From an optimization exercise on the open Yosys and OpenROAD flow, aimed at small area, a short achievable clock period and few clock cycles; shortcuts taken in it are not production practice. The RTL was checked by simulation tests, not by an equivalence proof against the original design. Power figures rest on the tool's default switching activity, not on a simulated workload.

[flow/flow/run.sh]
#!/bin/bash
set -euo pipefail
cd "$(dirname "$0")/.."
bash standard.sh SETUP_SLACK_MARGIN=5.5 \
  "BUFFER_PORTS_ARGS=-buffer_cell sky130_fd_sc_hd__buf_4" finish > flow_make.log 2>&1
[flow/standard.sh]
#!/bin/bash
# synth_recipe.tcl (not shown) runs the flow's synth.tcl, then flattens the netlist and writes it again
# the make line also repeats each setting of config.mk as NAME=value (left out here)
make -C /OpenROAD-flow-scripts/flow DESIGN_CONFIG=/design/flow/config.mk WORK_HOME=/design/flow/orfs CLKGATE_MAP_FILE= SYNTH_SCRIPT=/design/flow/synth_recipe.tcl "${@:-finish}"
[flow/config.mk]
export PLATFORM = sky130hd
export DESIGN_NAME = hobd_core
export DESIGN_NICKNAME = hobd_core
export VERILOG_FILES = /design/flow/design.v
export SDC_FILE = /design/flow/constraint.sdc
export NUM_CORES = 4
export LEC_CHECK = 0
export ABC_CLOCK_PERIOD_IN_PS = 5000
export CAP_MARGIN = 20
export CORE_MARGIN = 2
export CORE_UTILIZATION = 40
export SETUP_SLACK_MARGIN = 5
export SLEW_MARGIN = 20
[flow/constraint.sdc]
create_clock -name core_clock -period 10.0 [get_ports {clk}]
set_input_delay 2.0000 -clock core_clock [delete_from_list [all_inputs] [get_ports {clk}]]
set_output_delay 2.0000 -clock core_clock [all_outputs]
set_load 0.01 [all_outputs]
[flow/design.v]
module hobd_core (
    input             clk,
    input             rst,
    input             p_valid,
    input      [9:0]  p_word,
    output     [1:0]  p_resp,
    input             c_valid,
    input      [3:0]  c_op,
    output            c_ready,
    output            c_done,
    output     [1:0]  c_ref,
    output     [31:0] c_resp,
    output            tx_valid,
    output     [31:0] tx_id,
    output     [3:0]  tx_dlc,
    output     [63:0] tx_data,
    input             tx_fail,
    output            diag_valid,
    output     [7:0]  diag_code,
    output            msg_valid,
    output     [7:0]  msg_type,
    output     [7:0]  msg_len,
    output reg        rx_en
);
    localparam FRAME_SYNC = 8'hFA;
    localparam MSG_DATA   = 8'h36;
    localparam OP_NOP = 4'h0, OP_INIT = 4'h1, OP_ENABLE = 4'h2, OP_DISABLE = 4'h3,
               OP_UPDATE = 4'h4, OP_RB_INIT = 4'h5, OP_RB_FLUSH = 4'h6, OP_RB_GET = 4'h7,
               OP_DEC_STEP = 4'h8, OP_PUBLISH = 4'h9, OP_RD_STATUS = 4'hA, OP_RD_COUNT = 4'hB;
    localparam L_UNINIT = 2'd0, L_DISABLED = 2'd1, L_ENABLED = 2'd2;
    localparam D_IDLE = 2'd0, D_LEN = 2'd1, D_PAYLOAD = 2'd2, D_CSUM = 2'd3;
    localparam W_TYPE = 2'd0, W_HI = 2'd1, W_LO = 2'd2, W_SZ = 2'd3;
    localparam S_IDLE = 3'd0, S_UPD = 3'd1, S_PUB = 3'd2, S_STEP = 3'd3, S_GET = 3'd4;
    reg [7:0]  buf_mem [0:63];
    reg [5:0]  head, tail, dptr;
    reg [5:0]  rptr;                 
    reg [7:0]  bq;                   
    reg        bqv;
    reg [6:0]  count;                
    reg [6:0]  ucnt;                 
    reg        overflow, err;
    reg [1:0]  ds;                   
    reg [7:0]  dlm1;                 
    reg [7:0]  rem;                  
    reg [7:0]  nsum;                 
    reg [7:0]  mtype;
    reg        isdata;
    reg        wact;                 
    reg [1:0]  wf;                   
    reg        wdat;                 
    reg [7:0]  whi;                  
    reg [8:0]  wcand;                
    reg [8:0]  welem;                
    reg [6:0]  wk;                   
    reg [3:0]  wo;                   
    reg [7:0]  stg [0:91];           
    reg [8:0]  sflag;                
    reg        pending;              
    reg [7:0]  rec [0:91];           
    reg [6:0]  ready;
    reg [1:0]  seen4, seen6;         
    reg [1:0]  qcnt;                 
    reg [15:0] qs0, qs1;             
    reg        qwp, qrp;
    reg        ahd;                  
    reg [1:0]  dcnt;                 
    reg        step_emit;
    reg [1:0]  life;
    reg [2:0]  state;
    reg        pub_upd;
    reg [6:0]  gsel;                 
    reg        psub;
    reg [6:0]  fs0, fs1;             
    reg        txv;
    reg        fail_acc;
    reg        done_r;
    reg [1:0]  ref_r;
    reg [22:0] resp_r;
    function [8:0] eid_match(input [15:0] eid);
        begin
            eid_match = 9'd0;
            eid_match[0] = (eid == 16'h2010);
            eid_match[1] = (eid == 16'h8020);
            eid_match[2] = (eid == 16'h4020);
            eid_match[3] = (eid == 16'hC020);
            eid_match[4] = (eid == 16'h5040);
            eid_match[5] = (eid == 16'h5020);
            eid_match[6] = (eid == 16'hD010);
            eid_match[7] = (eid == 16'h1010);
            eid_match[8] = (eid == 16'h1060);
        end
    endfunction
    function [8:0] esz_ok(input [7:0] sz);
        begin
            esz_ok[0] = (sz == 8'd16);
            esz_ok[1] = (sz == 8'd12);
            esz_ok[2] = (sz == 8'd12);
            esz_ok[3] = (sz == 8'd12);
            esz_ok[4] = (sz == 8'd8);
            esz_ok[5] = (sz == 8'd4);
            esz_ok[6] = (sz == 8'd12);
            esz_ok[7] = (sz == 8'd12);
            esz_ok[8] = (sz == 8'd4);
        end
    endfunction
    function [3:0] rec_elem(input integer j);
        rec_elem = (j < 16) ? 4'd0 : (j < 28) ? 4'd1 : (j < 40) ? 4'd2 : (j < 52) ? 4'd3 :
                   (j < 60) ? 4'd4 : (j < 64) ? 4'd5 : (j < 76) ? 4'd6 : (j < 88) ? 4'd7 : 4'd8;
    endfunction
    function [3:0] rec_off(input integer j);
        rec_off = (j < 16) ? j : (j < 28) ? j - 16 : (j < 40) ? j - 28 : (j < 52) ? j - 40 :
                  (j < 60) ? j - 52 : (j < 64) ? j - 60 : (j < 76) ? j - 64 : (j < 88) ? j - 76 :
                  j - 88;
    endfunction
    function [6:0] prio_first(input [6:0] r);
        begin
            prio_first = 7'd0;
            if      (r[1]) prio_first[1] = 1'b1;
            else if (r[2]) prio_first[2] = 1'b1;
            else if (r[0]) prio_first[0] = 1'b1;
            else if (r[3]) prio_first[3] = 1'b1;
            else if (r[4]) prio_first[4] = 1'b1;
            else if (r[5]) prio_first[5] = 1'b1;
            else if (r[6]) prio_first[6] = 1'b1;
        end
    endfunction
    function [31:0] le4(input integer o);
        le4 = {rec[o], rec[o+1], rec[o+2], rec[o+3]};
    endfunction
    wire ring_full  = count[6];
    wire ring_empty = (count == 7'd0);
    wire ahead      = ahd;           
    wire op_reserved = (c_op >= 4'hC);
    reg  op_refused;
    always @(*) begin
        case (c_op)
            OP_NOP, OP_INIT, OP_RD_STATUS: op_refused = 1'b0;
            OP_ENABLE, OP_RB_INIT, OP_RB_FLUSH: op_refused = (life != L_DISABLED);
            default: op_refused = (life == L_UNINIT);
        endcase
    end
    wire acc     = (state == S_IDLE) & c_valid;
    wire cmd_ok  = acc & ~op_reserved & ~op_refused;
    wire op_rst  = (c_op == OP_INIT) | (c_op == OP_DISABLE);
    wire op_rclr = op_rst | (c_op == OP_ENABLE) | (c_op == OP_RB_INIT) | (c_op == OP_RB_FLUSH);
    wire ring_clr = cmd_ok & op_rclr;
    wire upd_acc  = cmd_ok & (c_op == OP_UPDATE);
    wire pub_acc  = cmd_ok & (c_op == OP_PUBLISH);
    wire step_acc = cmd_ok & (c_op == OP_DEC_STEP);
    wire get_acc  = cmd_ok & (c_op == OP_RB_GET);
    wire rollback = ring_clr | step_acc | get_acc;
    wire [31:0] status = {9'd0, ready, 5'd0, 1'b0, (ahead ? D_IDLE : ds), 1'b0, ring_full,
                          ring_empty, err, overflow, rx_en, life};
    wire put_ok  = p_valid & rx_en & ~ring_full;
    wire put_ovf = p_valid & rx_en & ring_full;
    assign p_resp  = {~rx_en, rx_en & ring_full};
    assign c_ready = (state == S_IDLE);
    always @(posedge clk) begin
        if (put_ok)
            buf_mem[head] <= p_word[7:0];
    end
    wire [7:0] rd_byte = buf_mem[rptr];
    wire       fetch_avail = (ucnt != 7'd0) & ~((ucnt == 7'd1) & bqv);
    wire [7:0] b = bq;
    wire cmdm = upd_acc | (state == S_UPD) | (state == S_STEP);
    wire run_ok = (state == S_UPD) | (state == S_STEP) |
                  ((state == S_IDLE) & (ahead | (ds == D_IDLE)));
    wire stall = (pending & (ds == D_LEN || ds == D_PAYLOAD)) |
                 ((qcnt == 2'd2) & (ds == D_CSUM)) |
                 ((dcnt == 2'd3) & (ds == D_LEN));
    wire dgo = bqv & run_ok & ~stall;
    wire dispatch  = dgo & (ds == D_CSUM) & (b == nsum);
    wire diag_push = dgo & (ds == D_LEN) & (b > 8'd128);
    wire cpend     = pending | (dispatch & isdata);
    wire upd_op    = c_valid & (c_op == OP_UPDATE);
    wire upd_ok    = (state == S_IDLE) & (life != L_UNINIT);
    wire cmd_run   = (state == S_UPD) | (state == S_STEP);
    wire commit    = (upd_op & upd_ok & cpend) | (cmd_run & cpend);
    wire [8:0] commit_e = ({9{upd_op}} & {9{upd_ok & cpend}} & sflag) |
                          ({9{cmd_run & cpend}} & sflag);
    wire sz_fits   = (b < rem);
    wire [8:0] sz_match = wcand & esz_ok(b);
    wire stg_we    = bqv & (ds == D_PAYLOAD) & wdat;
    wire [1:0] seen4_if = seen4 | {sflag[5], sflag[4]};
    wire [1:0] seen6_if = seen6 | {sflag[8], sflag[7]};
    wire [6:0] ready_if = ready | {&seen6_if, sflag[6], &seen4_if, sflag[3], sflag[2], sflag[1],
                                   sflag[0]};
    wire [1:0] seen4_c  = commit ? seen4_if : seen4;
    wire [1:0] seen6_c  = commit ? seen6_if : seen6;
    wire [6:0] ready_c  = commit ? ready_if : ready;
    wire [6:0] pf_c     = commit ? prio_first(ready_if) : prio_first(ready);
    wire       any_c    = commit ? (ready_if != 7'd0) : (ready != 7'd0);
    wire       pub_on  = (state == S_PUB);
    wire [6:0] rest    = ready & ~gsel;
    wire       tx_more = (gsel != 7'd0) & (~psub | (rest != 7'd0));
    wire       q_more  = pub_upd & ((qcnt > 2'd1) | (dcnt > 2'd1));
    wire       pub_done = pub_on & ~tx_more & ~q_more;
    wire emit_ok = (((state == S_UPD) | pub_on) & pub_upd) | step_emit;
    wire q_pop   = emit_ok & (qcnt != 2'd0);
    wire d_pop   = emit_ok & (dcnt != 2'd0);
    assign tx_valid = txv;
    reg [31:0] f_id;
    reg [3:0]  f_dlc;
    reg [63:0] f_data;
    always @(*) begin
        f_id   = 32'd0;
        f_dlc  = 4'd0;
        f_data = 64'd0;
        if (fs0[0]) begin  
            f_id   = f_id   | 32'h084;
            f_dlc  = f_dlc  | 4'd8;
            f_data = f_data | {le4(4), le4(0)};
        end
        if (fs1[0]) begin
            f_id   = f_id   | 32'h085;
            f_dlc  = f_dlc  | 4'd8;
            f_data = f_data | {le4(12), le4(8)};
        end
        if (fs0[1]) begin  
            f_id   = f_id   | 32'h080;
            f_dlc  = f_dlc  | 4'd8;
            f_data = f_data | {le4(20), le4(16)};
        end
        if (fs1[1]) begin
            f_id   = f_id   | 32'h081;
            f_dlc  = f_dlc  | 4'd4;
            f_data = f_data | {32'd0, le4(24)};
        end
        if (fs0[2]) begin  
            f_id   = f_id   | 32'h082;
            f_dlc  = f_dlc  | 4'd8;
            f_data = f_data | {le4(32), le4(28)};
        end
        if (fs1[2]) begin
            f_id   = f_id   | 32'h083;
            f_dlc  = f_dlc  | 4'd4;
            f_data = f_data | {32'd0, le4(36)};
        end
        if (fs0[3]) begin  
            f_id   = f_id   | 32'h086;
            f_dlc  = f_dlc  | 4'd8;
            f_data = f_data | {le4(44), le4(40)};
        end
        if (fs1[3]) begin
            f_id   = f_id   | 32'h087;
            f_dlc  = f_dlc  | 4'd4;
            f_data = f_data | {32'd0, le4(48)};
        end
        if (fs0[4]) begin  
            f_id   = f_id   | 32'h088;
            f_dlc  = f_dlc  | 4'd8;
            f_data = f_data | {le4(56), le4(52)};
        end
        if (fs1[4]) begin
            f_id   = f_id   | 32'h089;
            f_dlc  = f_dlc  | 4'd4;
            f_data = f_data | {32'd0, le4(60)};
        end
        if (fs0[5]) begin  
            f_id   = f_id   | 32'h08A;
            f_dlc  = f_dlc  | 4'd8;
            f_data = f_data | {le4(68), le4(64)};
        end
        if (fs1[5]) begin
            f_id   = f_id   | 32'h08B;
            f_dlc  = f_dlc  | 4'd4;
            f_data = f_data | {32'd0, le4(72)};
        end
        if (fs0[6]) begin  
            f_id   = f_id   | 32'h08C;
            f_dlc  = f_dlc  | 4'd8;
            f_data = f_data | {rec[83], rec[82], rec[80], rec[81], le4(76)};
        end
        if (fs1[6]) begin
            f_id   = f_id   | 32'h08D;
            f_dlc  = f_dlc  | 4'd8;
            f_data = f_data | {le4(88), rec[87], rec[86], rec[85], rec[84]};
        end
    end
    assign tx_id   = f_id;
    assign tx_dlc  = f_dlc;
    assign tx_data = f_data;
    assign c_done = done_r;
    assign c_ref  = ref_r;
    assign c_resp = {9'd0, resp_r};
    assign msg_valid = q_pop;
    assign msg_type  = qrp ? qs1[15:8] : qs0[15:8];
    assign msg_len   = qrp ? qs1[7:0] : qs0[7:0];
    assign diag_valid = put_ovf | d_pop;
    assign diag_code  = {6'd0, ~(rx_en & ring_full), rx_en & ring_full};
    genvar gj;
    generate
        for (gj = 0; gj < 92; gj = gj + 1) begin : g_rec
            always @(posedge clk) begin
                if (stg_we && welem[rec_elem(gj)] && wo == rec_off(gj))
                    stg[gj] <= b;
                if (commit_e[rec_elem(gj)])
                    rec[gj] <= stg[gj];
            end
        end
    endgenerate
    always @(posedge clk) begin
        if (rst) begin
            life      <= L_UNINIT;
            rx_en     <= 1'b0;
            state     <= S_IDLE;
            done_r    <= 1'b0;
            ref_r     <= 2'd0;
            resp_r    <= 23'd0;
            head      <= 6'd0;
            tail      <= 6'd0;
            dptr      <= 6'd0;
            rptr      <= 6'd0;
            bqv       <= 1'b0;
            count     <= 7'd0;
            ucnt      <= 7'd0;
            overflow  <= 1'b0;
            err       <= 1'b0;
            ds        <= D_IDLE;
            pending   <= 1'b0;
            qcnt      <= 2'd0;
            qwp       <= 1'b0;
            qrp       <= 1'b0;
            ahd       <= 1'b0;
            dcnt      <= 2'd0;
            step_emit <= 1'b0;
            ready     <= 7'd0;
            seen4     <= 2'd0;
            seen6     <= 2'd0;
            gsel      <= 7'd0;
            psub      <= 1'b0;
            fs0       <= 7'd0;
            fs1       <= 7'd0;
            txv       <= 1'b0;
            pub_upd   <= 1'b0;
            fail_acc  <= 1'b0;
        end else begin
            done_r    <= 1'b0;
            step_emit <= 1'b0;
            if (dgo) begin
                case (ds)
                    D_IDLE: if (b == FRAME_SYNC) ds <= D_LEN;
                    D_LEN: begin
                        dlm1  <= b - 8'd1;
                        rem   <= b;
                        nsum  <= 8'd0 - b;
                        wf    <= W_TYPE;
                        wdat  <= 1'b0;
                        wact  <= 1'b1;
                        sflag <= 9'd0;
                        if (b == 8'd0 || b > 8'd128) ds <= D_IDLE;
                        else                         ds <= D_PAYLOAD;
                    end
                    D_PAYLOAD: begin
                        nsum <= nsum - b;
                        rem  <= rem - 8'd1;
                        if (rem == 8'd1) ds <= D_CSUM;
                        if (wf == W_TYPE && !wdat) begin
                            mtype  <= b;
                            isdata <= (b == MSG_DATA);
                            wact   <= (b == MSG_DATA);
                            wf     <= W_HI;
                        end else if (wact) begin
                            if (wdat) begin
                                wo <= wo + 4'd1;
                                wk <= wk - 7'd1;
                                if (wk == 7'd1) wdat <= 1'b0;
                            end else begin
                                case (wf)
                                    W_HI: begin
                                        if (rem < 8'd3) wact <= 1'b0;
                                        whi <= b;
                                        wf  <= W_LO;
                                    end
                                    W_LO: begin
                                        wcand <= eid_match({whi, b});
                                        wf    <= W_SZ;
                                    end
                                    default: begin  
                                        wf <= W_HI;
                                        if (!sz_fits) begin
                                            wact <= 1'b0;
                                        end else if (b != 8'd0) begin
                                            wdat  <= 1'b1;
                                            wk    <= b[6:0];
                                            wo    <= 4'd0;
                                            welem <= sz_match;
                                            sflag <= sflag | sz_match;
                                        end
                                    end
                                endcase
                            end
                        end
                    end
                    default: ds <= D_IDLE;  
                endcase
            end
            if (commit)
                pending <= 1'b0;
            else if (dispatch & isdata)
                pending <= 1'b1;
            ready <= ready_c;
            seen4 <= seen4_c;
            seen6 <= seen6_c;
            if (dispatch) begin
                if (qwp) qs1 <= {mtype, dlm1};
                else     qs0 <= {mtype, dlm1};
                qwp <= ~qwp;
            end
            if (q_pop) qrp <= ~qrp;
            qcnt <= qcnt + {1'b0, dispatch} - {1'b0, q_pop};
            if (cmdm)     ahd <= 1'b0;
            else if (dgo) ahd <= 1'b1;
            dcnt <= dcnt + {1'b0, diag_push} - {1'b0, d_pop};
            if (put_ok) head <= head + 6'd1;
            if (dgo)    dptr <= dptr + 6'd1;
            if (~bqv | dgo) begin
                if (fetch_avail) begin
                    bq   <= rd_byte;
                    bqv  <= 1'b1;
                    rptr <= rptr + 6'd1;
                end else if (put_ok) begin
                    bq   <= p_word[7:0];
                    bqv  <= 1'b1;
                    rptr <= rptr + 6'd1;
                end else begin
                    bqv  <= 1'b0;
                end
            end
            ucnt <= ucnt + {6'd0, put_ok} - {6'd0, dgo};
            if (cmdm) begin
                tail  <= dptr + {5'd0, dgo};
                count <= ucnt - {6'd0, dgo};
            end else begin
                count <= count + {6'd0, put_ok};
            end
            if (put_ovf) overflow <= 1'b1;
            if (p_valid && rx_en && (p_word[8] || p_word[9])) err <= 1'b1;
            case (state)
            S_IDLE: if (c_valid) begin
                done_r <= 1'b1;
                ref_r  <= 2'd0;
                resp_r <= 23'd0;
                if (op_reserved) begin
                    ref_r <= 2'd2;
                end else if (op_refused) begin
                    ref_r <= 2'd1;
                end else begin
                    case (c_op)
                        OP_INIT, OP_DISABLE: begin
                            rx_en <= 1'b0;
                            life  <= L_DISABLED;
                        end
                        OP_ENABLE: begin
                            rx_en <= 1'b1;
                            life  <= L_ENABLED;
                        end
                        OP_RD_STATUS: resp_r <= status[22:0];
                        OP_RD_COUNT:  resp_r <= {16'd0, count};
                        OP_RB_GET: begin
                            done_r <= 1'b0;
                            state  <= S_GET;
                        end
                        OP_DEC_STEP: begin
                            done_r <= 1'b0;
                            state  <= S_STEP;
                        end
                        OP_UPDATE: begin
                            done_r   <= 1'b0;
                            pub_upd  <= 1'b1;
                            fail_acc <= 1'b0;
                            psub     <= 1'b0;
                            if (ucnt == 7'd0 || (ucnt == 7'd1 && dgo)) begin
                                gsel  <= pf_c;
                                fs0   <= pf_c;
                                fs1   <= 7'd0;
                                txv   <= any_c;
                                state <= S_PUB;
                            end else begin
                                state <= S_UPD;
                            end
                        end
                        OP_PUBLISH: begin
                            done_r   <= 1'b0;
                            pub_upd  <= 1'b0;
                            fail_acc <= 1'b0;
                            psub     <= 1'b0;
                            gsel     <= prio_first(ready);
                            fs0      <= prio_first(ready);
                            fs1      <= 7'd0;
                            txv      <= (ready != 7'd0);
                            state    <= S_PUB;
                        end
                        default: ;
                    endcase
                end
            end
            S_UPD: begin
                if (ucnt == 7'd0 || (ucnt == 7'd1 && dgo)) begin
                    gsel  <= pf_c;
                    fs0   <= pf_c;
                    fs1   <= 7'd0;
                    txv   <= any_c;
                    state <= S_PUB;
                end
            end
            S_PUB: begin
                if (tx_valid && tx_fail) fail_acc <= 1'b1;
                if (tx_valid) begin
                    if (psub) begin
                        psub <= 1'b0;
                        gsel <= prio_first(rest);
                        fs0  <= prio_first(rest);
                        fs1  <= 7'd0;
                        txv  <= (rest != 7'd0);
                        if (gsel[4]) seen4 <= 2'd0;
                        if (gsel[6]) seen6 <= 2'd0;
                        ready <= rest;
                    end else begin
                        psub <= 1'b1;
                        fs0  <= 7'd0;
                        fs1  <= gsel;
                    end
                end
                if (pub_done) begin
                    done_r <= 1'b1;
                    ref_r  <= 2'd0;
                    resp_r <= {13'd0, fail_acc | (tx_valid & tx_fail), 9'd0};
                    state  <= S_IDLE;
                end
            end
            S_STEP: if (ucnt == 7'd0 || bqv) begin
                done_r    <= 1'b1;
                step_emit <= 1'b1;
                resp_r    <= (ucnt == 7'd0) ? 23'h100 : {10'd0, dispatch, 4'd0, b};
                state     <= S_IDLE;
            end
            default: begin  
                done_r <= 1'b1;
                bqv <= 1'b0;
                if (count == 7'd0) begin
                    resp_r <= 23'h100;
                end else begin
                    resp_r <= {15'd0, rd_byte};
                    tail   <= tail + 6'd1;
                    dptr   <= dptr + 6'd1;
                    rptr   <= rptr + 6'd1;
                    count  <= count - 7'd1;
                    ucnt   <= ucnt - 7'd1;
                end
                state <= S_IDLE;
            end
            endcase
            if (rollback) begin
                dptr    <= tail;
                rptr    <= tail;
                bqv     <= 1'b0;
                ucnt    <= count;
                pending <= 1'b0;
                qcnt    <= 2'd0;
                qwp     <= 1'b0;
                qrp     <= 1'b0;
                ahd     <= 1'b0;
                dcnt    <= 2'd0;
                ds      <= ahead ? D_IDLE : ds;
            end
            if (ring_clr) begin
                head     <= 6'd0;
                tail     <= 6'd0;
                dptr     <= 6'd0;
                rptr     <= 6'd0;
                bqv      <= 1'b0;
                count    <= 7'd0;
                ucnt     <= 7'd0;
                overflow <= 1'b0;
                err      <= 1'b0;
            end
            if (cmd_ok && op_rst) begin
                ds    <= D_IDLE;
                ready <= 7'd0;
                seen4 <= 2'd0;
                seen6 <= 2'd0;
            end
        end
    end
endmodule
==> summary.md, run 1 <==
| Metric | Value |
|---|---|
| DIE HEIGHT | 455.7 µm |
| Overflow after GRT | 0 |
| P_leak | 30.78 nW |
| Die width | 455.7 µm |
| Yosys cell types | 91 |
| Nets | 4884 |
| CTS Buffer Depth | 3 |
| Root Driver | clkbuf_16 |
| Hold Startpoint | stg[38][1] |
| Crit path arrival time | 2.60 ns |
| Status | no timing/DRC/antenna violations |
| Antenna-violating nets left | 0 |
| #FFs+latches synth | 2221 |
| Drt pass-1 iters | 6 |
| Flop-to-flop setup slack | 5.57 ns |
| FF-to-FF path depth | 8 |
| Clock latency on the worst-skew pair | 0.89 ns |
| TritonCTS clock tree | done |
| Worst Hold Class | reg2reg |
| Pins Over Slew Limit | 0 |
| Starting density of the core | 40.29% |
| Final WL | 215700 µm |
| HPWL after DPL | 117600 µm |
| Via density | 5.628 |
| Detailed-route via count | 43120 |
| Ys Warns | 3 |
| Relative slew slack | 19.02% |
| Sink Count | 2221 |
| Cells after Synth | 4477 |
| CTS Buf Count | 216 |
| Most frequent cells after synthesis | 2107 x edfxtp_1, 303 x nor2_1, 178 x nand2_1 |
| Synth Area in Compound Gates | 6.771% |
| Fraction of layout cells with a size suffix above 1 | 20.27% |
| PortBufs | 135 |
| Setup TNS | 0 ns |
| Seq/Total Area, Yosys | 80.33% |
| Dominant synthesized flop cell | edfxtp_1 |
| VDD IR max | 0.1802 mV |
| Htree depth | 4 |
| Syn Std Cell Area | 0.08160 mm² |
| Adder-Cell Fraction of Synth Area | 0.9997% |
| RSZ-0062 raised after global routing | true |
| Fill cell count | 16710 |
| Critical path peak fanout | 8 |
| Synth-to-Final Area Change | 17.36% |
| Worst path required time | 8.00 ns |
| Max-Cap Viols | 0 |
| Worst Skew | 0.1136 ns |
| Vias in the first global route | 42430 |
| Final worst path period share | 46.01% |
| Total Routing Usage GR | 20.16% |
| First-pass GRT wire length | 305800 µm |
| Top-count cell post-synth | edfxtp_1 |
| Area after DPL | 0.08553 mm² |
| Tmin final | 4.601 ns |
| Pwr dens | 219.8 mW/mm² |
| Ports | 185 |
| Worst-margin pin slew | 1.215 ns |
| Worst hold stages | 0 |
| WHS Endpoint | rec[38][1] |
| Synthesized area per cell | 18.23 µm² |
| Core Area | 0.2025 mm² |
| Worst r2r dst | rec[75][1] |
| Largest net degree at the start of global routing | 130 |
| Largest area contributor in the netlist | edfxtp_1 |
| DR DRC count | 0 |
| Max Freq | 217.4 MHz |
| Ranking of synthesized cells by area | edfxtp_1 78%, mux4_2 2.9%, dfxtp_1 2.8%, a22oi_1 1.6%, nor2_1 1.4% |
| Xor/xnor cell area share of the yosys netlist | 0.7498% |
| Hold Vio Cnt, Final | 0 |
| Rows | 165 |
| RR Startpoint | bq[2] |
| Routed wire per std cell | 28.16 µm |
| Ys async rst share | 0% |
| Yosys top cell area share | 77.53% |
| Simple-gate share of the synthesized area | 4.867% |
| Largest family of logic cells by synthesized area | compound AO/OA/AOI/OAI gates |
| Die area | 0.2076 mm² |
| Final Wtd Congestion | 0.8834 |
| Finished Cell Area | 0.09577 mm² |
| Setup violations, final | 0 |
| CP Launch Type | flip-flop |
| CTS clk-pin slew, worst paths | 0.06 ns |
| Mux cell area share after synthesis | 4.242% |
| Drt initial violations | 5149 |
| Crit path capture type | output port |
| Type of the worst setup path | reg2out |
| Initial antenna violation count | 5 |
| Post-synth EDFFs | 2107 |
critical path, cell delays in order, from the launching register on:
cell,delay [ns]
dfxtp_4,0.40
buf_16,0.18
a22oi_2,0.14
nand2_1,0.09
a221oi_2,0.19
nand4_1,0.43
buf_4,0.32
per-layer routing:
metal | routed length, µm | vias to the layer above | GRT usage (%) | share of wire (%)
met5 | 0 | - | 0 | 0
met4 | 5979 | 0 | 5.995 | 2.8
met3 | 14520 | 329 | 2.936 | 6.7
met2 | 106100 | 1826 | 33.82 | 49
met1 | 89100 | 22440 | 27.32 | 41
li1 | - | 18520 | - | -
sequential cells by signal, summed over array words and instances, names as in the netlist, 8 cells and up:
register  count
rec         736
sflag         9
wcand         9
whi           8
qs0          16
welem         9
resp_r       18
qs1          16
bq            8
rem           8
stg         736
nsum          8
dlm1          8
buf_mem     512
mtype         8
stage by stage:
stage	hold WS [ns]	utilization (%)	power, W	cells	setup WS, ns
after detailed placement	0.4045	42.23	0.01317	7138	4.239
after floorplan	0.4003	-	0.01231	4525	4.699
after global routing	0.3108	47.29	0.02169	7660	5.331
final	0.3063	47.29	0.02105	7661	5.399
after CTS	0.3059	46.81	0.02118	7618	5.289
after global placement	0.4002	42.21	0.01314	7136	4.217
where the power goes:
group	switching [W]	internal, W
sequential	0.000103	0.0106
clock	0.00356	0.00453
combinational	0.00153	0.000731
logic make-up after synthesis:
kind of cell	Yosys count
flip-flops	2221
AND/OR/NAND/NOR	829
AO/OA/AOI/OAI	741
buffers and inverters	341
multiplexers	211
XOR/XNOR	69
adder cells (fa/ha/maj)	64
other	1
repair_timing:
| item | in CTS | in global routing |
|---|---|---|
| pin swaps | 43 | 57 |
| hold endpoints to repair | 0 | 0 |
| setup buffers | 58 | 35 |
| hold buffers | 0 | 0 |
| gates resized for setup | 210 | 95 |
| setup endpoints to repair | 209 | 204 |
| gates cloned | 18 | 6 |
layout by cell type (no fill, tap or decap), drive strengths merged, types with 86 or more instances in the layout:
master	n
a21oi	122
a221oi	120
a22oi	175
buf	320
clkbuf	271
clkinv	102
dfxtp	114
edfxtp	2107
mux2i	86
mux4	106
nand2	179
nand3	86
nor2	303
worst max-delay path by stage:
| stage | from | endpoint | cells after the start |
|---|---|---|---|
| after floorplan | bq[4] | rec[0][0] | 8 |
| after CTS | fs0[0] | tx_data[25] | 6 |
| after global placement | c_op[3] | rec[35][0] | 9 |
| after detailed placement | c_op[3] | rec[35][0] | 9 |
| after global routing | fs0[0] | tx_data[0] | 7 |
| final | fs0[3] | tx_data[5] | 6 |
layout make-up:
cell class,instances,area [µm²],area share (%)
diodes,2,5.005,0.005226
clock buffers,265,5589,5.836
clock inverters,139,1474,1.539
inverters,71,270.3,0.2822
multi-input cells,1963,15760,16.45
flip-flops and latches,2221,65620,68.52
well taps,2672,3343,3.491
repair buffers,328,3706,3.870
Testbench counts, summed over its fixed seeds: cycles 39,367.
==> run 2, diff against run 1 <==
--- a/flow/config.mk
+++ b/flow/config.mk
@@ -9,5 +9,7 @@
 export CAP_MARGIN = 20
 export CORE_MARGIN = 2
 export CORE_UTILIZATION = 40
+export CTS_CLUSTER_DIAMETER = 120
+export CTS_CLUSTER_SIZE = 30
 export SETUP_SLACK_MARGIN = 5
 export SLEW_MARGIN = 20
==> run 2 against run 1 <==
Against the previous run: still clean on timing, DRC and antenna; count of clock-buffer cells in the layout fell by 146; flip-flop and latch count did not move; clock skew fell by 0.019 ns; critical endpoint unchanged; register-to-register slack improved by 0.15 ns; final cell count fell by 3.9%; utilization fell by 2.6 points; largest cell class unchanged; design area fell by 5.4%; first-iteration DRC count rose by 1.7%; die area did not move; synthesized area did not move; sequential power barely moved.
==> summary.md, run 2 <==
| Metric | Value |
|---|---|
| Status | no timing/DRC/antenna violations |
| Top-count cell post-synth | edfxtp_1 |
| Clock latency on the worst-skew pair | 0.79 ns |
| Routed wire per std cell | 28.66 µm |
| Drt pass-1 iters | 6 |
| Nets | 4733 |
| Area of the multi-input gates | 0.01563 mm² |
| Seq/Total Area, Yosys | 80.33% |
| Crit path capture type | output port |
| HPWL after DPL | 117600 µm |
| Largest area contributor in the netlist | edfxtp_1 |
| Setup violations, final | 0 |
| Sink Count | 2221 |
| Worst path required time | 8.00 ns |
| Flop-to-flop setup slack | 5.72 ns |
| #FFs+latches synth | 2221 |
| Ys async rst share | 0% |
| CTS Buf Count | 85 |
| Max Freq | 217.7 MHz |
| Non-filler instance count after layout | 7366 |
| Crit path arrival time | 2.59 ns |
| VDD IR max | 0.2206 mV |
| Max Used Layer | met4 |
| Final Wtd Congestion | 0.8834 |
| Register cell area after layout | 0.06562 mm² |
| Dpl cells | 7138 |
| Ports | 185 |
| Initial antenna violation count | 5 |
| Routed wl met3 | 12620 µm |
| CTS Buffer Depth | 3 |
| Slowest stage cell on the critical path | nand4_1 |
| Starting density of the core | 40.29% |
| Htree depth | 3 |
| FF-to-FF path depth | 8 |
| Type of the worst setup path | reg2out |
| Crit path cell chain | buf_16, a22oi_2, nand2_1, a221oi_2, nand4_1, buf_4 |
| Biggest regs | rec (736), stg (736), buf_mem (512) |
| Hold Vio Cnt, Final | 0 |
| Root Driver | clkbuf_16 |
| Post-synth EDFFs | 2107 |
| Final design utilization | 44.73% |
| Rows | 165 |
| Setup TNS | 0 ns |
| Critical path peak fanout | 7 |
| Overflow after GRT | 0 |
| Largest family of logic cells by synthesized area | compound AO/OA/AOI/OAI gates |
| DIE HEIGHT | 455.7 µm |
| Worst Skew | 0.09494 ns |
| Antenna-violating nets left | 0 |
| Hold Startpoint | stg[24][0] |
| Tmin final | 4.593 ns |
| Fraction of layout cells with a size suffix above 1 | 16.05% |
| CP Launch Type | flip-flop |
| Yosys top cell area share | 77.53% |
| Pins Over Slew Limit | 0 |
| Synthesized area per cell | 18.23 µm² |
| Most frequent cells in the layout | 2107 x edfxtp_1, 288 x nor2_1, 229 x buf_4 |
| Ranking of synthesized cells by area | edfxtp_1 78%, mux4_2 2.9%, dfxtp_1 2.8%, a22oi_1 1.6%, nor2_1 1.4% |
| Final WL | 211100 µm |
| Final worst path period share | 45.93% |
| Worst r2r dst | rec[71][3] |
| Simple-gate share of the synthesized area | 4.867% |
| Die width | 455.7 µm |
| Hold buffer count at CTS | 0 |
| DRT met1 WL | 88490 µm |
| TritonCTS clock tree | done |
| Pwr dens | 191.5 mW/mm² |
| Xor/xnor cell area share of the yosys netlist | 0.7498% |
| Fill cell count | 17200 |
| Adder-Cell Fraction of Synth Area | 0.9997% |
| Syn Std Cell Area | 0.08160 mm² |
| Met2 Wirelength | 103500 µm |
| Max-Cap Viols | 0 |
| Total Routing Usage GR | 19.64% |
| Ys Warns | 3 |
| Via density | 5.663 |
| PortBufs | 135 |
| Die area | 0.2076 mm² |
| Synth-to-Final Area Change | 11.00% |
| Most frequent cells after synthesis | 2107 x edfxtp_1, 303 x nor2_1, 178 x nand2_1 |
| Worst path max stage delay | 0.48 ns |
| Core Area | 0.2025 mm² |
| Synth Area in Compound Gates | 6.771% |
| RSZ-0062 raised after global routing | true |
| Worst Hold Class | reg2reg |
| Vias in the first global route | 40990 |
| Dominant synthesized flop cell | edfxtp_1 |
| DR DRC count | 0 |
| Largest net degree at the start of global routing | 130 |
| Worst-margin pin slew | 1.190 ns |
| Most common cell after layout, fill and taps aside | edfxtp_1 |
| Mux cell area share after synthesis | 4.242% |
| Yosys cell types | 91 |
| First-pass GRT wire length | 297900 µm |
| P_leak | 28.28 nW |
| WHS Endpoint | rec[24][0] |
| CTS clk-pin slew, worst paths | 0.11 ns |
| RR Startpoint | bq[2] |
| Drt initial violations | 5235 |
| Cells after Synth | 4477 |
| Worst hold stages | 0 |
| Detailed-route via count | 41710 |
| Relative slew slack | 20.37% |
run 2: cell counts after synthesis:
Identical to the previous run, type by type.
run 2: cell type report:
| cell class | count | area share [%] |
|---|---|---|
| Sequential cell | 2221 | 72.44 |
| Multi-Input combinational cell | 1967 | 17.26 |
| Tap cell | 2672 | 3.691 |
| Timing Repair Buffer | 304 | 3.546 |
| Clock buffer | 119 | 2.583 |
| Inverter | 71 | 0.2984 |
| Clock inverter | 9 | 0.1713 |
| Antenna cell | 3 | 0.008288 |
run 2: critical path, delay by kind of cell (launching register included):
kind	cells	cell delay (ns)
simple gates	2	0.57
flops	1	0.43
compound gates	2	0.33
buf+inv	2	0.51
run 2: kinds of logic (layout without fill, tap and decap cells):
group | count (synthesis) | in the layout
other cells | 1 | 52
buf+inv | 341 | 503
xor+xnor | 69 | 69
simple gates | 829 | 833
mux | 211 | 211
compound gates | 741 | 741
fa+ha+maj | 64 | 64
flops | 2221 | 2221
run 2: power by group:
part	total [W]	leakage (nW)	internal, W	switching (W)
Sequential	0.0107	19.9	0.0106	0.000104
Clock	0.00441	1.19	0.00168	0.00273
Combinational	0.00225	7.21	0.000731	0.00152
Total	0.0174	28.3	0.0130	0.00436
run 2: repair_timing:
item                                    in CTS  in global routing
endpoints found under the setup margin     265                260
buffers inserted                            58                 20
gates resized for setup                    145                 97
gates cloned                                13                  6
pin swaps                                   45                 55
run 2: metal layers:
| metal | global-route usage, % | up-vias |
|---|---|---|
| met5 | 0 | - |
| li1 | - | 18020 |
| met4 | 5.605 | 0 |
| met1 | 27.03 | 21880 |
| met3 | 2.232 | 237 |
| met2 | 33.06 | 1571 |
run 2: stage by stage:
stage                     power [W]  setup slack (ns)  hold WS, ns  instance area (µm²)
after floorplan             0.01231             4.699       0.4003                81850
after global placement      0.01314             4.217       0.4002                85490
after detailed placement    0.01317             4.239       0.4045                85530
after CTS                   0.01746             5.310       0.3661                89800
after global routing        0.01790             5.370       0.3773                90580
final                       0.01735             5.407       0.3714                90580
run 2: worst max path at each step:
stage	startpoint	to	slack, ns	cells past startpoint
final	fs0[3]	tx_data[5]	5.41	6
after global routing	fs0[0]	tx_data[5]	5.37	6
after CTS	fs1[0]	tx_data[25]	5.31	6
after detailed placement	c_op[3]	rec[35][0]	4.24	9
after global placement	c_op[3]	rec[35][0]	4.22	9
after floorplan	bq[4]	rec[0][0]	4.70	8
==> run 3, diff against run 2 <==
--- a/flow/design.v
+++ b/flow/design.v
@@ -49,7 +49,6 @@
     reg [1:0]  wf;                   
     reg        wdat;                 
     reg [7:0]  whi;                  
-    reg [8:0]  wcand;                
     reg [8:0]  welem;                
     reg [6:0]  wk;                   
     reg [3:0]  wo;                   
@@ -59,9 +58,9 @@
     reg [7:0]  rec [0:91];           
     reg [6:0]  ready;
     reg [1:0]  seen4, seen6;         
-    reg [1:0]  qcnt;                 
-    reg [15:0] qs0, qs1;             
-    reg        qwp, qrp;
+    reg        mflag;                
+    reg [15:0] qs;                   
+    reg        qv;
     reg        ahd;                  
     reg [1:0]  dcnt;                 
     reg        step_emit;
@@ -166,7 +165,7 @@
     wire run_ok = (state == S_UPD) | (state == S_STEP) |
                   ((state == S_IDLE) & (ahead | (ds == D_IDLE)));
     wire stall = (pending & (ds == D_LEN || ds == D_PAYLOAD)) |
-                 ((qcnt == 2'd2) & (ds == D_CSUM)) |
+                 (mflag & qv & ~q_pop & (ds == D_LEN)) |
                  ((dcnt == 2'd3) & (ds == D_LEN));
     wire dgo = bqv & run_ok & ~stall;
     wire dispatch  = dgo & (ds == D_CSUM) & (b == nsum);
@@ -179,7 +178,7 @@
     wire [8:0] commit_e = ({9{upd_op}} & {9{upd_ok & cpend}} & sflag) |
                           ({9{cmd_run & cpend}} & sflag);
     wire sz_fits   = (b < rem);
-    wire [8:0] sz_match = wcand & esz_ok(b);
+    wire [8:0] sz_match = welem & esz_ok(b);
     wire stg_we    = bqv & (ds == D_PAYLOAD) & wdat;
     wire [1:0] seen4_if = seen4 | {sflag[5], sflag[4]};
     wire [1:0] seen6_if = seen6 | {sflag[8], sflag[7]};
@@ -193,10 +192,11 @@
     wire       pub_on  = (state == S_PUB);
     wire [6:0] rest    = ready & ~gsel;
     wire       tx_more = (gsel != 7'd0) & (~psub | (rest != 7'd0));
-    wire       q_more  = pub_upd & ((qcnt > 2'd1) | (dcnt > 2'd1));
+    wire       q_more  = pub_upd & ((qv & mflag) | (dcnt > 2'd1));
     wire       pub_done = pub_on & ~tx_more & ~q_more;
     wire emit_ok = (((state == S_UPD) | pub_on) & pub_upd) | step_emit;
-    wire q_pop   = emit_ok & (qcnt != 2'd0);
+    wire q_pop   = emit_ok & (qv | mflag);
+    wire m_xfer  = dgo & (ds == D_LEN) & mflag & ~(q_pop & ~qv);
     wire d_pop   = emit_ok & (dcnt != 2'd0);
     assign tx_valid = txv;
     reg [31:0] f_id;
@@ -284,8 +284,8 @@
     assign c_ref  = ref_r;
     assign c_resp = {9'd0, resp_r};
     assign msg_valid = q_pop;
-    assign msg_type  = qrp ? qs1[15:8] : qs0[15:8];
-    assign msg_len   = qrp ? qs1[7:0] : qs0[7:0];
+    assign msg_type  = qv ? qs[15:8] : mtype;
+    assign msg_len   = qv ? qs[7:0] : dlm1;
     assign diag_valid = put_ovf | d_pop;
     assign diag_code  = {6'd0, ~(rx_en & ring_full), rx_en & ring_full};
     genvar gj;
@@ -318,9 +318,8 @@
             err       <= 1'b0;
             ds        <= D_IDLE;
             pending   <= 1'b0;
-            qcnt      <= 2'd0;
-            qwp       <= 1'b0;
-            qrp       <= 1'b0;
+            mflag     <= 1'b0;
+            qv        <= 1'b0;
             ahd       <= 1'b0;
             dcnt      <= 2'd0;
             step_emit <= 1'b0;
@@ -373,7 +372,7 @@
                                         wf  <= W_LO;
                                     end
                                     W_LO: begin
-                                        wcand <= eid_match({whi, b});
+                                        welem <= eid_match({whi, b});
                                         wf    <= W_SZ;
                                     end
                                     default: begin  
@@ -402,13 +401,14 @@
             ready <= ready_c;
             seen4 <= seen4_c;
             seen6 <= seen6_c;
-            if (dispatch) begin
-                if (qwp) qs1 <= {mtype, dlm1};
-                else     qs0 <= {mtype, dlm1};
-                qwp <= ~qwp;
+            if (dispatch)                    mflag <= 1'b1;
+            else if (m_xfer | (q_pop & ~qv)) mflag <= 1'b0;
+            if (m_xfer) begin
+                qs <= {mtype, dlm1};
+                qv <= 1'b1;
+            end else if (q_pop & qv) begin
+                qv <= 1'b0;
             end
-            if (q_pop) qrp <= ~qrp;
-            qcnt <= qcnt + {1'b0, dispatch} - {1'b0, q_pop};
             if (cmdm)     ahd <= 1'b0;
             else if (dgo) ahd <= 1'b1;
             dcnt <= dcnt + {1'b0, diag_push} - {1'b0, d_pop};
@@ -557,9 +557,8 @@
                 bqv     <= 1'b0;
                 ucnt    <= count;
                 pending <= 1'b0;
-                qcnt    <= 2'd0;
-                qwp     <= 1'b0;
-                qrp     <= 1'b0;
+                mflag   <= 1'b0;
+                qv      <= 1'b0;
                 ahd     <= 1'b0;
                 dcnt    <= 2'd0;
                 ds      <= ahead ? D_IDLE : ds;
==> flow/flow/run.sh (replaced) <==
#!/bin/bash
set -euo pipefail
cd "$(dirname "$0")/.."
bash standard.sh SETUP_SLACK_MARGIN=5.55 \
  "BUFFER_PORTS_ARGS=-buffer_cell sky130_fd_sc_hd__buf_4" finish > flow_make.log 2>&1
--- a/flow/config.mk
+++ b/flow/config.mk
@@ -8,8 +8,8 @@
 export ABC_CLOCK_PERIOD_IN_PS = 5000
 export CAP_MARGIN = 20
 export CORE_MARGIN = 2
-export CORE_UTILIZATION = 40
-export CTS_CLUSTER_DIAMETER = 120
-export CTS_CLUSTER_SIZE = 30
+export CORE_UTILIZATION = 55
+export CTS_CLUSTER_DIAMETER = 100
+export CTS_CLUSTER_SIZE = 26
 export SETUP_SLACK_MARGIN = 5
 export SLEW_MARGIN = 20
==> run 3 against run 2 <==
Against the previous run: utilization increased by 17 points; count of clock-buffer cells in the layout increased by 7; sequential share of layout area decreased by 0.19 points; total power increased by 0.60%; largest cell class unchanged; highest routed layer is now met5.
==> summary.md, run 3 <==
| Metric | Value |
|---|---|
| Flop-to-flop setup slack | 5.70 ns |
| Starting density of the core | 55.33% |
| Type of the worst setup path | reg2out |
| Root Driver | clkbuf_16 |
| Worst-margin pin slew | 1.157 ns |
| Syn Std Cell Area | 0.08054 mm² |
| Max-Cap Viols | 0 |
| Clock latency on the worst-skew pair | 0.77 ns |
| Die width | 386.7 µm |
| DIE HEIGHT | 386.7 µm |
| Final Wtd Congestion | 0.8458 |
| Setup TNS | 0 ns |
| Worst path required time | 8.00 ns |
| Total Routing Usage GR | 27.87% |
| Worst path max stage delay | 0.42 ns |
| Synth-to-Final Area Change | 11.40% |
| Max Freq | 219.1 MHz |
| Final WL | 210900 µm |
| Yosys cell types | 83 |
| Nets | 4676 |
| Routed wire per std cell | 32.19 µm |
| Largest net degree at the start of global routing | 83 |
| Ports | 185 |
| Fraction of layout cells with a size suffix above 1 | 18.60% |
| Crit path arrival time | 2.57 ns |
| #FFs+latches synth | 2194 |
| Ys Warns | 3 |
| Rows | 140 |
| Biggest regs | rec (736), stg (736), buf_mem (512) |
| Hold Vio Cnt, Final | 0 |
| P_leak | 28.18 nW |
| Crit path capture type | output port |
| Pwr dens | 194.5 mW/mm² |
| Drt initial violations | 5874 |
| Setup violations, final | 0 |
| CP Launch Type | flip-flop |
| CTS Buffer Depth | 3 |
| Die area | 0.1495 mm² |
| VDD IR max | 0.2087 mV |
| Top-count cell post-synth | edfxtp_1 |
| RSZ-0062 raised after global routing | true |
| CTS clk-pin slew, worst paths | 0.11 ns |
| Overflow after GRT | 0 |
| Dpl cells | 6294 |
| First-pass GRT wire length | 297900 µm |
| Worst r2r dst | resp_r[5] |
| Most frequent cells after synthesis | 2082 x edfxtp_1, 308 x nor2_1, 182 x nand2_1 |
| Drt pass-1 iters | 6 |
| Crit path cell chain | buf_16, buf_6, a221oi_4, nand4_1, buf_4 |
| Worst setup endpoint | tx_data[19] |
| Vias in the first global route | 40310 |
| CTS Buf Count | 94 |
| Ranking of synthesized cells by area | edfxtp_1 78%, mux4_2 4.2%, dfxtp_1 2.8%, a22oi_1 1.6%, nor2_1 1.4% |
| Htree depth | 3 |
| Worst Skew | 0.03727 ns |
| Crit path from | fs1[0] |
| Sink Count | 2194 |
| Worst Hold Class | reg2reg |
| Post-synth EDFFs | 2082 |
| Largest area contributor in the netlist | edfxtp_1 |
| Dominant synthesized flop cell | edfxtp_1 |
| Antenna-violating nets left | 0 |
| RR Startpoint | rptr[1] |
| Pins Over Slew Limit | 0 |
| TritonCTS clock tree | done |
| Final worst path period share | 45.65% |
| HPWL after DPL | 116100 µm |
| PortBufs | 135 |
| DR DRC count | 0 |
| Slowest stage cell on the critical path | dfxtp_4 |
| Detailed-route via count | 41830 |
| Initial antenna violation count | 3 |
| Most frequent cells in the layout | 2082 x edfxtp_1, 295 x nor2_1, 226 x buf_4 |
| Status | no timing/DRC/antenna violations |
| Via density | 6.385 |
| Tmin final | 4.565 ns |
| Seq/Total Area, Yosys | 80.41% |
| Yosys top cell area share | 77.63% |
| Core Area | 0.1456 mm² |
| Ys async rst share | 0% |
| FF-to-FF path depth | 8 |
| Hold buffer count at CTS | 0 |
| Relative slew slack | 22.70% |
| Synthesized area per cell | 18.40 µm² |
| Critical path peak fanout | 8 |
| Non-filler instance count after layout | 6552 |
| Most common cell after layout, fill and taps aside | edfxtp_1 |
| Cells after Synth | 4377 |
==> run 3: changes by cell type after synthesis, sizes merged, moves of 12 or more <==
cell and change:
o221ai -12, mux2i -70, buf -31, a221oi -15, edfxtp -25, clkbuf +21
mux4 +43, o21a -13, mux2 +15
==> run 3: layer usage <==
metal	GRT usage (%)	vias up	wire length, µm
li1	-	17750	-
met1	41.02	21840	87970
met2	44.57	1971	101200
met3	3.508	270	16260
met4	7.594	2	5504
met5	0	-	13
==> run 3: what timing repair did <==
action,4_1_cts,5_1_grt
gates cloned,24,3
gates resized for setup,229,90
buffers inserted,58,32
endpoints found under the setup margin,351,505
pin swaps,64,66
==> run 3: through the flow <==
step	util [%]	setup WS (ns)	cell area (µm²)	total power, W	hold WS [ns]
2_1_floorplan	-	4.788	80820	0.01224	0.4003
3_3_place_gp	57.46	4.397	83640	0.01313	0.4000
3_5_place_dp	57.49	4.396	83680	0.01314	0.4045
4_1_cts	61.01	5.390	88800	0.01753	0.4069
5_1_grt	61.63	5.354	89720	0.01798	0.4065
6_report	61.63	5.435	89720	0.01745	0.3893
==> run 3: power breakdown <==
group / internal (W) / switching, W
Sequential: 0.0104 / 0.0000973
Clock: 0.00180 / 0.00270
Combinational: 0.000880 / 0.00156
==> run 3: worst max-delay path, delay by kind of cell (launching register included) <==
kind	cells	cell delay, ns
AND/OR/NAND/NOR	1	0.39
flip-flops	1	0.42
buffers and inverters	3	0.57
AO/OA/AOI/OAI	1	0.38
==> run 3: layout make-up <==
type / count / area [µm²]
Sequential cell: 2194 / 64830
Multi-Input combinational cell: 1893 / 15770
Antenna cell: 1 / 2.502
Tap cell: 1917 / 2399
Clock buffer: 126 / 2494
Inverter: 80 / 311.5
Fill cell: 10350 / 55850
Timing Repair Buffer: 330 / 3769
Clock inverter: 9 / 133.9
Timing Repair inverter: 2 / 10.01
==> run 3: cell families (layout without fill, tap and decap cells) <==
kind of cell | after synthesis | count (layout) | share of synthesized area [%]
other | 1 | 50 | 0.004656
DFF | 2194 | 2194 | 80.41
buffers and inverters | 340 | 547 | 1.905
muxes | 199 | 199 | 4.841
adders and majority gates | 62 | 62 | 0.9819
xor gates and xnor gates | 66 | 66 | 0.7178
AOI/OAI and AO/OA | 707 | 707 | 6.477
and+or+nand+nor | 808 | 810 | 4.659
==> run 3: worst min-delay path by stage <==
stage | start | slack (ns) | to | cells past startpoint
finish | stg[29][0] | 0.39 | rec[29][0] | 0
global route | stg[45][0] | 0.41 | rec[45][0] | 0
global placement | stg[17][6] | 0.40 | rec[17][6] | 0
floorplan | stg[0][0] | 0.40 | rec[0][0] | 0
CTS | stg[29][0] | 0.41 | rec[29][0] | 0
detailed placement | stg[0][5] | 0.40 | rec[0][5] | 0
Testbench counts of run 3, summed over its fixed seeds: cycles 39,405.
==> run 4, diff against run 3 <==
--- a/flow/config.mk
+++ b/flow/config.mk
@@ -8,8 +8,8 @@
 export ABC_CLOCK_PERIOD_IN_PS = 5000
 export CAP_MARGIN = 20
 export CORE_MARGIN = 2
-export CORE_UTILIZATION = 55
+export CORE_UTILIZATION = 50
 export CTS_CLUSTER_DIAMETER = 100
-export CTS_CLUSTER_SIZE = 26
+export CTS_CLUSTER_SIZE = 28
 export SETUP_SLACK_MARGIN = 5
 export SLEW_MARGIN = 20
==> run 4 against run 3 <==
Against the previous run: still clean; design area decreased by 0.29%; maximum frequency shrank 0.75%; sequential power hardly changed; flip-flop and latch count did not move; first-iteration DRC count fell by 8.6%.
==> summary.md, run 4 <==
| Metric | Value |
|---|---|
| Status | no timing/DRC/antenna violations |
| Core Area | 0.1602 mm² |
| Pins Over Slew Limit | 0 |
| Yosys cell types | 83 |
| Max Freq | 217.4 MHz |
| Fraction of layout cells with a size suffix above 1 | 17.74% |
| Rows | 147 |
| Hold Vio Cnt, Final | 0 |
| Starting density of the core | 50.27% |
| Ys async rst share | 0% |
| Worst-margin pin slew | 1.250 ns |
| Setup violations, final | 0 |
| Die area | 0.1643 mm² |
| Relative slew slack | 15.51% |
| Largest area contributor in the netlist | edfxtp_1 |
| Slowest stage cell on the critical path | dfxtp_4 |
| Vias in the first global route | 39830 |
| Type of the worst setup path | reg2out |
| Max-Cap Viols | 0 |
| Antenna-violating nets left | 0 |
| Worst Skew | 0.05753 ns |
| Clock latency on the worst-skew pair | 0.75 ns |
| Most frequent cells in the layout | 2082 x edfxtp_1, 300 x nor2_1, 222 x buf_4 |
| Ys Warns | 3 |
| Final worst path period share | 46.00% |
| Hold_ws | 0.3846 ns |
| Final WL | 211200 µm |
| Total Routing Usage GR | 25.31% |
| Seq/Total Area, Yosys | 80.41% |
| Nets | 4642 |
| TritonCTS clock tree | done |
| Crit path cell chain | buf_12, a22o_4, a221oi_4, nand4_1, buf_4 |
| Crit path arrival time | 2.60 ns |
| Worst path max stage delay | 0.44 ns |
| CTS Buffer Depth | 3 |
| Most common cell after layout, fill and taps aside | edfxtp_1 |
| RSZ-0062 raised after global routing | true |
| Ports | 185 |
| Pwr dens | 194.3 mW/mm² |
| Largest net degree at the start of global routing | 78 |
| Die width | 405.3 µm |
| Htree depth | 3 |
| Yosys top cell area share | 77.63% |
| CP Launch Type | flip-flop |
| Via density | 6.149 |
| CTS Buf Count | 89 |
| Ranking of synthesized cells by area | edfxtp_1 78%, mux4_2 4.2%, dfxtp_1 2.8%, a22oi_1 1.6%, nor2_1 1.4% |
| Drt pass-1 iters | 7 |
| Detailed-route via count | 41510 |
| Worst path required time | 8.00 ns |
| Most frequent cells after synthesis | 2082 x edfxtp_1, 308 x nor2_1, 182 x nand2_1 |
| Setup TNS | 0 ns |
| CTS clk-pin slew, worst paths | 0.11 ns |
| Dominant synthesized flop cell | edfxtp_1 |
| Root Driver | clkbuf_16 |
| PortBufs | 135 |
| Critical path peak fanout | 7 |
| VDD IR max | 0.1905 mV |
| #FFs+latches synth | 2194 |
| Post-synth EDFFs | 2082 |
| Final Wtd Congestion | 0.8742 |
| WP buf/inv | 2 |
| Routed wire per std cell | 31.29 µm |
| Synthesized area per cell | 18.40 µm² |
| Top-count cell post-synth | edfxtp_1 |
| Biggest regs | rec (736), stg (736), buf_mem (512) |
| HPWL after DPL | 116600 µm |
| Crit path capture type | output port |
| Drt initial violations | 5369 |
| Tmin final | 4.600 ns |
| First-pass GRT wire length | 294300 µm |
| DR DRC count | 0 |
| Overflow after GRT | 0 |
| Syn Std Cell Area | 0.08054 mm² |
| Initial antenna violation count | 9 |
| Cells after Synth | 4377 |
| Synth-to-Final Area Change | 11.08% |
| Largest delay share family, worst path | compound AO/OA/AOI/OAI gates |
| DIE HEIGHT | 405.3 µm |
| Worst Hold Class | reg2reg |
| Sink Count | 2194 |
| P_leak | 27.97 nW |
## run 4: cell counts after synthesis
Identical to the previous run, type by type.
## run 4: worst paths after layout
path	cells past startpoint	slack (ns)	startpoint	end
min	0	0.38	stg[64][1]	rec[64][1]
max reg2reg	9	5.76	rptr[0]	resp_r[7]
min reg2reg	0	0.38	stg[64][1]	rec[64][1]
max	5	5.40	fs0[3]	tx_data[1]
## run 4: layout make-up
cell class,count,area (µm²)
Clock inverter,10,173.9
Timing Repair Buffer,300,3277
Antenna cell,2,5.005
Sequential cell,2194,64820
Tap cell,2160,2703
Multi-Input combinational cell,1895,15800
Timing Repair inverter,1,5.005
Clock buffer,108,2366
Inverter,80,311.5
Fill cell,12150,70740
## run 4: worst reg2reg max path: cells and delay by family, from the launching register on
kind	cells	cell delay (ns)
muxes	2	1.09
AOI/OAI and AO/OA	3	1.00
DFF	1	0.69
and+or+nand+nor	2	0.26
buffers and inverters	2	1.05
## run 4: cell families after synthesis
group           synth area share (%)
fa+ha+maj                     0.9819
buf+inv                        1.905
other cells                 0.004656
compound gates                 6.477
mux                            4.841
flops                          80.41
simple gates                   4.659
xor+xnor                      0.7178
## run 4: where the power goes
group          internal [W]  switching [W]
Combinational      0.000865        0.00154
Sequential           0.0104       0.000109
Clock               0.00176        0.00270
## run 4: per-layer routing
layer / GRT usage (%) / up-vias / share of wire (%)
met5: 0 / - / 0.0062
met4: 5.178 / 2 / 1.7
met3: 3.809 / 186 / 8.7
met2: 40.40 / 1853 / 48
met1: 37.40 / 21790 / 42
li1: - / 17670 / -
## run 4: through the flow
| stage | cell area [µm²] | instances | utilization [%] | setup slack, ns | total power (W) |
|---|---|---|---|---|---|
| 3_3_place_gp | 83900 | 6532 | 52.37 | 4.269 | 0.01313 |
| 5_1_grt | 89460 | 6748 | 55.84 | 5.407 | 0.01790 |
| 6_report | 89460 | 6750 | 55.84 | 5.400 | 0.01738 |
| 2_1_floorplan | 80820 | 4425 | - | 4.788 | 0.01224 |
| 3_5_place_dp | 83910 | 6532 | 52.38 | 4.268 | 0.01315 |
| 4_1_cts | 88650 | 6727 | 55.34 | 5.399 | 0.01747 |
## run 4: what timing repair did
action,in CTS,in global routing
resized for setup,182,110
hold buffers,0,0
setup endpoints to repair,377,330
cloned,20,4
pin swaps,45,47
setup buffers,57,16
==> run 5, diff against run 4 <==
==> flow/flow/run.sh (replaced) <==
#!/bin/bash
set -euo pipefail
cd "$(dirname "$0")/.."
bash standard.sh SETUP_SLACK_MARGIN=5.5 \
  "BUFFER_PORTS_ARGS=-buffer_cell sky130_fd_sc_hd__buf_4" finish > flow_make.log 2>&1
--- a/flow/config.mk
+++ b/flow/config.mk
@@ -8,7 +8,7 @@
 export ABC_CLOCK_PERIOD_IN_PS = 5000
 export CAP_MARGIN = 20
 export CORE_MARGIN = 2
-export CORE_UTILIZATION = 50
+export CORE_UTILIZATION = 55
 export CTS_CLUSTER_DIAMETER = 100
 export CTS_CLUSTER_SIZE = 28
 export SETUP_SLACK_MARGIN = 5
==> run 5 against run 4 <==
Against the previous run: register-to-register slack is essentially flat; sequential share of layout area grew 0.86 points; combinational power is essentially flat; utilization grew 4.9 points; die area shrank 9.0%; synthesized area is the same.
==> summary.md, run 5 <==
| Metric | Value |
|---|---|
| Largest net degree at the start of global routing | 78 |
| Largest area contributor in the netlist | edfxtp_1 |
| Nets | 4634 |
| Max-Cap Viols | 0 |
| Fraction of layout cells with a size suffix above 1 | 16.61% |
| Core Area | 0.1456 mm² |
| Vias in the first global route | 39540 |
| Cells after Synth | 4377 |
| CTS Buf Count | 88 |
| Biggest regs | rec (736), stg (736), buf_mem (512) |
| Routed wire per std cell | 31.48 µm |
| Critical path peak fanout | 17 |
| Tmin final | 4.571 ns |
| Max Freq | 218.8 MHz |
| Drt initial violations | 5201 |
| Antenna-violating nets left | 0 |
| Post-synth EDFFs | 2082 |
| Drt pass-1 iters | 5 |
| Area after DPL | 0.08369 mm² |
| Relative slew slack | 22.59% |
| Final Wtd Congestion | 0.8351 |
| Crit path capture type | output port |
| Top-count cell post-synth | edfxtp_1 |
| VDD IR max | 0.1609 mV |
| Pwr dens | 195.2 mW/mm² |
| Seq/Total Area, Yosys | 80.41% |
| Pins Over Slew Limit | 0 |
| CTS clk-pin slew, worst paths | 0.11 ns |
| Worst hold stages | 0 |
| RR Startpoint | rptr[0] |
| Status | no timing/DRC/antenna violations |
| Sink Count | 2194 |
| Initial antenna violation count | 6 |
| FF-to-FF path depth | 6 |
| Final WL | 204700 µm |
| Die width | 386.7 µm |
| Rows | 140 |
| Power, Total | 0.01726 W |
| Hold Startpoint | stg[5][1] |
| CTS Buffer Depth | 3 |
| Die area | 0.1495 mm² |
| Dominant synthesized flop cell | edfxtp_1 |
| Fill cell count | 10490 |
| Yosys top cell area share | 77.63% |
| Setup TNS | 0 ns |
| Crit path arrival time | 2.57 ns |
| Most frequent cells after synthesis | 2082 x edfxtp_1, 308 x nor2_1, 182 x nand2_1 |
| Most frequent cells in the layout | 2082 x edfxtp_1, 295 x nor2_1, 224 x buf_4 |
| RSZ-0062 raised after global routing | true |
| #FFs+latches synth | 2194 |
| Ys async rst share | 0% |
| Worst r2r dst | resp_r[6] |
| HPWL after DPL | 114300 µm |
| Hold buffer count at CTS | 0 |
| Worst Skew | 0.04824 ns |
| Ports | 185 |
| Worst Hold Class | reg2reg |
| Root Driver | clkbuf_16 |
| First-pass GRT wire length | 288500 µm |
| Htree depth | 3 |
| Hold Vio Cnt, Final | 0 |
| Finished Cell Area | 0.08841 mm² |
| DR DRC count | 0 |
| Synth-to-Final Area Change | 9.778% |
| Setup violations, final | 0 |
| TritonCTS clock tree | done |
| Type of the worst setup path | reg2out |
| P_leak | 27.68 nW |
| Total Routing Usage GR | 26.97% |
| Most common cell after layout, fill and taps aside | edfxtp_1 |
| Overflow after GRT | 0 |
| WHS Endpoint | rec[5][1] |
| Via density | 6.374 |
| Worst path required time | 8.00 ns |
| Worst-margin pin slew | 1.157 ns |
| Synthesized area per cell | 18.40 µm² |
| DIE HEIGHT | 386.7 µm |
| Syn Std Cell Area | 0.08054 mm² |
| Ys Warns | 3 |
| Yosys cell types | 83 |
| Clock latency on the worst-skew pair | 0.76 ns |
| Final worst path period share | 45.71% |
| Detailed-route via count | 41440 |
| Ranking of synthesized cells by area | edfxtp_1 78%, mux4_2 4.2%, dfxtp_1 2.8%, a22oi_1 1.6%, nor2_1 1.4% |
| PortBufs | 135 |
| Starting density of the core | 55.33% |
| Flop-to-flop setup slack | 5.75 ns |
| CP Launch Type | flip-flop |
| Hold_ws | 0.3904 ns |
## run 5: changes by cell type in the layout (fill, tap and decap cells not counted), sizes merged
cell      previous run  this run
buf                293       281
bufbuf               4         9
bufinv               2         1
clkbuf             111       114
and2                18        17
clkinv               6         4
diode                2         3
clkinvlp             4         3
inv                 79        81
## run 5: per-stage QoR
step / instances / worst slack (ns) / util, %
3_5_place_dp: 6297 / 4.129 / 57.49
6_report: 6501 / 5.429 / 60.74
3_3_place_gp: 6296 / 4.157 / 57.48
4_1_cts: 6482 / 5.394 / 60.35
2_1_floorplan: 4425 / 4.788 / -
5_1_grt: 6498 / 5.367 / 60.73
## run 5: cell families (layout without fill, tap and decap cells)
| group | Yosys count | in the layout | share of synthesized area, % |
|---|---|---|---|
| AOI/OAI and AO/OA | 707 | 707 | 6.477 |
| and+or+nand+nor | 808 | 811 | 4.659 |
| adders and majority gates | 62 | 62 | 0.9819 |
| DFF | 2194 | 2194 | 80.41 |
| other | 1 | 52 | 0.004656 |
| buffers and inverters | 340 | 493 | 1.905 |
| xor gates and xnor gates | 66 | 66 | 0.7178 |
| muxes | 199 | 199 | 4.841 |
## run 5: worst max path at each step
| stage | end | start | slack, ns | cells past startpoint |
|---|---|---|---|---|
| global placement | rec[42][7] | c_op[1] | 4.16 | 9 |
| detailed placement | rec[78][3] | c_op[1] | 4.13 | 9 |
| finish | tx_data[22] | fs0[6] | 5.43 | 6 |
| floorplan | rec[0][0] | bq[6] | 4.79 | 8 |
| CTS | tx_data[19] | fs0[6] | 5.39 | 6 |
| global route | tx_data[22] | fs0[6] | 5.37 | 6 |
## run 5: final cells by class
| class | instances | area [µm²] | share of cell area [%] |
|---|---|---|---|
| Multi-Input combinational cell | 1894 | 15310 | 17.32 |
| Clock buffer | 109 | 2323 | 2.628 |
| Inverter | 80 | 311.5 | 0.3524 |
| Sequential cell | 2194 | 64820 | 73.32 |
| Tap cell | 1917 | 2399 | 2.713 |
| Antenna cell | 3 | 7.507 | 0.008491 |
| Timing Repair Buffer | 295 | 3114 | 3.522 |
| Clock inverter | 9 | 120.1 | 0.1359 |
## run 5: worst max-delay path: stages (launching register included)
cell	delay [ns]
dfxtp_4	0.41
buf_16	0.19
a22oi_2	0.19
nand2_2	0.09
a221oi_4	0.27
nand4_1	0.38
buf_4	0.28
## run 5: repair_timing
action / in CTS / in global routing
cloned: 16 / 4
endpoints found under the setup margin: 277 / 278
setup buffers: 51 / 10
pin swaps: 25 / 26
resized for setup: 133 / 62
## run 5: metal layers
metal  wire length [µm]  track usage, %  share of wire (%)  vias to the layer above
li1                   -               -                  -                    17660
met3              14990           3.230                7.3                      237
met4               4675           6.025                2.3                        0
met5                  0               0                  0                        -
met2              99170           43.98                 48                     1797
met1              85840           39.59                 42                    21750
## run 5: power by group
| part | leakage, nW | switching, W | internal, W |
|---|---|---|---|
| Clock | 1.19 | 0.00266 | 0.00169 |
| Sequential | 19.7 | 0.000102 | 0.0104 |
| Combinational | 6.81 | 0.00152 | 0.000863 |

==> re-timing with driven ports <==
No port has a modelled driver above. Below, the same layouts with a new extraction and two added sets of constraints.
Step 1 sets driving cells, clkbuf_16 on the clock port and buf_2 on the other inputs (assumed; they add their load-dependent delay and slew).
Step 2 also shifts input and output timing later by t, the mid clock arrival at the registers, as if the neighbouring blocks saw the same clock.
Three values: ideal, step 1, step 2; two values: the first two.
run	t (ns)	setup WS [ns]	worst setup path after step 2	worst slew at a driven data input, ns
run 1	0.902	5.399 / 5.324 / 4.680	input to register	0.06
run 2	0.818	5.407 / 5.330 / 4.825	input to register	0.06
run 3	0.832	5.435 / 5.353 / 4.812	input to register	0.08
run 4	0.815	5.400 / 5.317 / 4.901	input to register	0.03
run 5	0.820	5.429 / 5.348 / 4.809	input to register	0.07
After both steps setup and hold are still met in every run listed. The setup slack of run 1, which loses most, moves by -0.075 ns with the drivers and by -0.719 ns with both steps.
